What follows belongs to an exercise in optimizing a design on an open flow for small area; a production flow would make more cautious choices.
At most, simulation tests tie the RTL to the original design; equivalence was not proved.
Power figures rest on the tool's default switching activity, not on a simulated workload.

main:
// rpi433_core
module rpi433_core (
    input  wire        clk,
    input  wire        rst,
    input  wire        rx_in,
    input  wire        cmd_valid,
    input  wire [11:0] cmd,
    input  wire [15:0] rd_addr,
    output wire        tx_out,
    output wire        tx_busy,
    output wire        rx_done,
    output wire        rx_ovr,
    output wire        cmd_err,
    output wire [2:0]  rx_stat,
    output wire [4:0]  rx_cause,
    output wire [7:0]  rx_len,
    output wire [5:0]  rx_nbytes,
    output wire [15:0] min_low,
    output wire [15:0] min_high,
    output wire [7:0]  rd_data
);
Size in the first run: about 2,900 cells after synthesis, about 99 I/O pins.
clock: 12.0 ns
lec_check: 0
cap_margin: 20
core_margin: 2
core_utilization: 40
cts_buf_list: sky130_fd_sc_hd__clkbuf_8
cts_cluster_diameter: 50
cts_cluster_size: 18
slew_margin: 20
run.sh (not shown) runs the stock make flow with config.mk's settings and CLKGATE_MAP_FILE= SYNTH_SCRIPT=/design/flow/synth_recipe.tcl, a recipe that flattens the netlist after the stock synthesis.
[inputs] the feature branch vs main
-- flow/design.v --
<<< main, line 57
        endcase
    endfunction
    integer     q;
    reg [4:0]   ph;              
    reg [1:0]   txphase;         
>>> the feature branch, line 57
        endcase
    endfunction
    reg [4:0]   ph;              
    reg [1:0]   txphase;         
<<< main, line 67
    reg [5:0]   txlen;
    reg [7:0]   txchk;           
    reg [255:0] txr;             
    reg [7:0]   txp;             
    reg         txpv;            
    reg [7:0]   txn;             
    reg         cmderr;
    reg [1:0]   rxphase;
>>> the feature branch, line 66
    reg [5:0]   txlen;
    reg [7:0]   txchk;           
    reg [255:0] txq;             
    reg         cmderr;
    reg [1:0]   rxphase;
<<< main, line 98
    reg [6:0]   minlow, minhigh;
    reg         rxdone, rxovr;
    reg  [7:0] tx_frame_byte;
    always @* begin
>>> the feature branch, line 94
    reg [6:0]   minlow, minhigh;
    reg         rxdone, rxovr;
    wire [7:0] tx_tap = txq[255:248];
    reg  [7:0] tx_frame_byte;
    always @* begin
<<< main, line 103
            G_SIG:   tx_frame_byte = sig_byte(txcnt[1:0]);
            G_LEN:   tx_frame_byte = {2'b00, txlen};
            G_PAY:   tx_frame_byte = txn ^ key_byte(txcnt[3:0]);
            default: tx_frame_byte = txchk;
        endcase
>>> the feature branch, line 100
            G_SIG:   tx_frame_byte = sig_byte(txcnt[1:0]);
            G_LEN:   tx_frame_byte = {2'b00, txlen};
            G_PAY:   tx_frame_byte = tx_tap ^ key_byte(txcnt[3:0]);
            default: tx_frame_byte = txchk;
        endcase
<<< main, line 136
                                   op > OP_ERRCLR) &&
                     !(do_txclr || do_txpush || do_txgo);
    wire [4:0] tx_wsl   = txlen[4:0] + ph + {4'd0, !txpv};    
    wire       tx_podd  = !(txlen[0] ^ ph[0]);                  
    wire       tx_dir   = do_txpush && !tx_podd;
    wire       tx_we    = txpv || tx_dir;
    wire [7:0] tx_wd    = txpv ? txp : arg;
    wire [4:0] tx_rsl   = txcnt[4:0] + ph;
    wire       tx_fetch = (tx_rsl[2:0] == 3'd7) && (txrg == G_LEN || (txrg == G_PAY && txbc == 3'd0));
    wire [6:0] diff     = (elapsed == 7'd127) ? 7'd127 : elapsed + 1'b1;
    wire       gate     = (rxphase != R_IDLE) && (diff > END_P);
>>> the feature branch, line 133
                                   op > OP_ERRCLR) &&
                     !(do_txclr || do_txpush || do_txgo);
    wire [5:0] tx_sigpos = {1'b0, txcnt[1:0], txbc} + txlen;
    wire tx_rot  = tx_bit && ((txrg == G_SIG && !tx_sigpos[5]) || (txbc == 3'd7 && txrg == G_PAY));
    wire txq_en  = do_txpush || tx_rot;
    wire [6:0] diff     = (elapsed == 7'd127) ? 7'd127 : elapsed + 1'b1;
    wire       gate     = (rxphase != R_IDLE) && (diff > END_P);
<<< main, line 187
    wire rxovr_h  = do_rxack ? 1'b0 : rxovr;
    always @(posedge clk) begin
        for (q = 0; q < 32; q = q + 1)
            txr[8*q +: 8] <= (q[0] == 1'b0 && tx_we && tx_wsl[4:1] == q[4:1]) ? tx_wd
                                                                           : txr[8*((q+31)%32) +: 8];
        txp <= arg;
        if (tx_fetch)
            txn <= txr[8*{tx_rsl[4:3], 3'd7} +: 8];
        bank0 <= {bank0[247:128], (wr16 && disp)  ? pend : bank0[127:120],
                  bank0[119:0],   (wr0 && disp)   ? pend : bank0[255:248]};
>>> the feature branch, line 180
    wire rxovr_h  = do_rxack ? 1'b0 : rxovr;
    always @(posedge clk) begin
        if (txq_en)
            txq <= {txq[247:0], do_txpush ? arg : txq[255:248]};
        bank0 <= {bank0[247:128], (wr16 && disp)  ? pend : bank0[127:120],
                  bank0[119:0],   (wr0 && disp)   ? pend : bank0[255:248]};
<<< main, line 249
            txlevel  <= 1'b0;
            txlen    <= 6'd0;
            txpv     <= 1'b0;
            txchk    <= 8'h00;
            cmderr   <= 1'b0;
>>> the feature branch, line 238
            txlevel  <= 1'b0;
            txlen    <= 6'd0;
            txchk    <= 8'h00;
            cmderr   <= 1'b0;
<<< main, line 282
            else if (tx_bit)
                txlevel <= ~txlevel;
            txpv <= do_txpush && tx_podd;
            if (do_txclr) begin
                txlen <= 6'd0;
>>> the feature branch, line 270
            else if (tx_bit)
                txlevel <= ~txlevel;
            if (do_txclr) begin
                txlen <= 6'd0;
<<< main, line 366
    wire [4:0] rd_sl   = rd_addr[4:0] + ph;
    reg  [7:0] rd_b0, rd_b1;
    always @* begin
        rd_b0 = 8'h00;
>>> the feature branch, line 353
    wire [4:0] rd_sl   = rd_addr[4:0] + ph;
    reg  [7:0] rd_b0, rd_b1;
    integer q;
    always @* begin
        rd_b0 = 8'h00;
Having completed the whole flow, the feature branch delivered a layout that passed the timing, design-rule and antenna checks. The feature branch: final period demand of the worst path 0.16 ns above main. Part of the total power dissipated in combinational logic, main and the feature branch, lower one = the feature branch. Of the two values seen for top routing layer in use, met5 was produced by main and met4 by the feature branch. [compare] base=main new=the feature branch: setup slack at placement moved down; cell area moved up; number of vias in the routed layout moved down; hold slack moved up.
Function not checked in main: the RTL went through the layout flow alone.

==> separate check: timing with driven ports <==
The results above use ideal ports. As a check the final layouts listed here were re-extracted and re-timed, cells and wires unchanged.
Step 1: set_driving_cell puts a clkbuf_16 on clk and a buf_2 on each other input, an assumption about the parent block.
Step 2 moves the port delays by t, midway between the first and last clock arrival at a register: inputs arrive t later, outputs are due t later. That takes back most of the time a late clock gives input paths.
a / b / c = ideal / step 1 / step 2; a / b = the first two.
run | t (ns) | setup slack, ns | hold WS [ns] | worst data-port slew with drivers (ns)
main | 0.803 | 2.062 / 1.988 / 1.988 | 0.303 / 0.303 / 0.303 | 0.10
the feature branch | 0.788 | 1.902 / 1.882 / 1.882 | 0.313 / 0.313 / 0.313 | 0.07
After both steps every run listed still meets setup and hold. For main, which loses most, drivers alone change the setup slack by -0.074 ns; drivers and shift together by -0.074 ns.
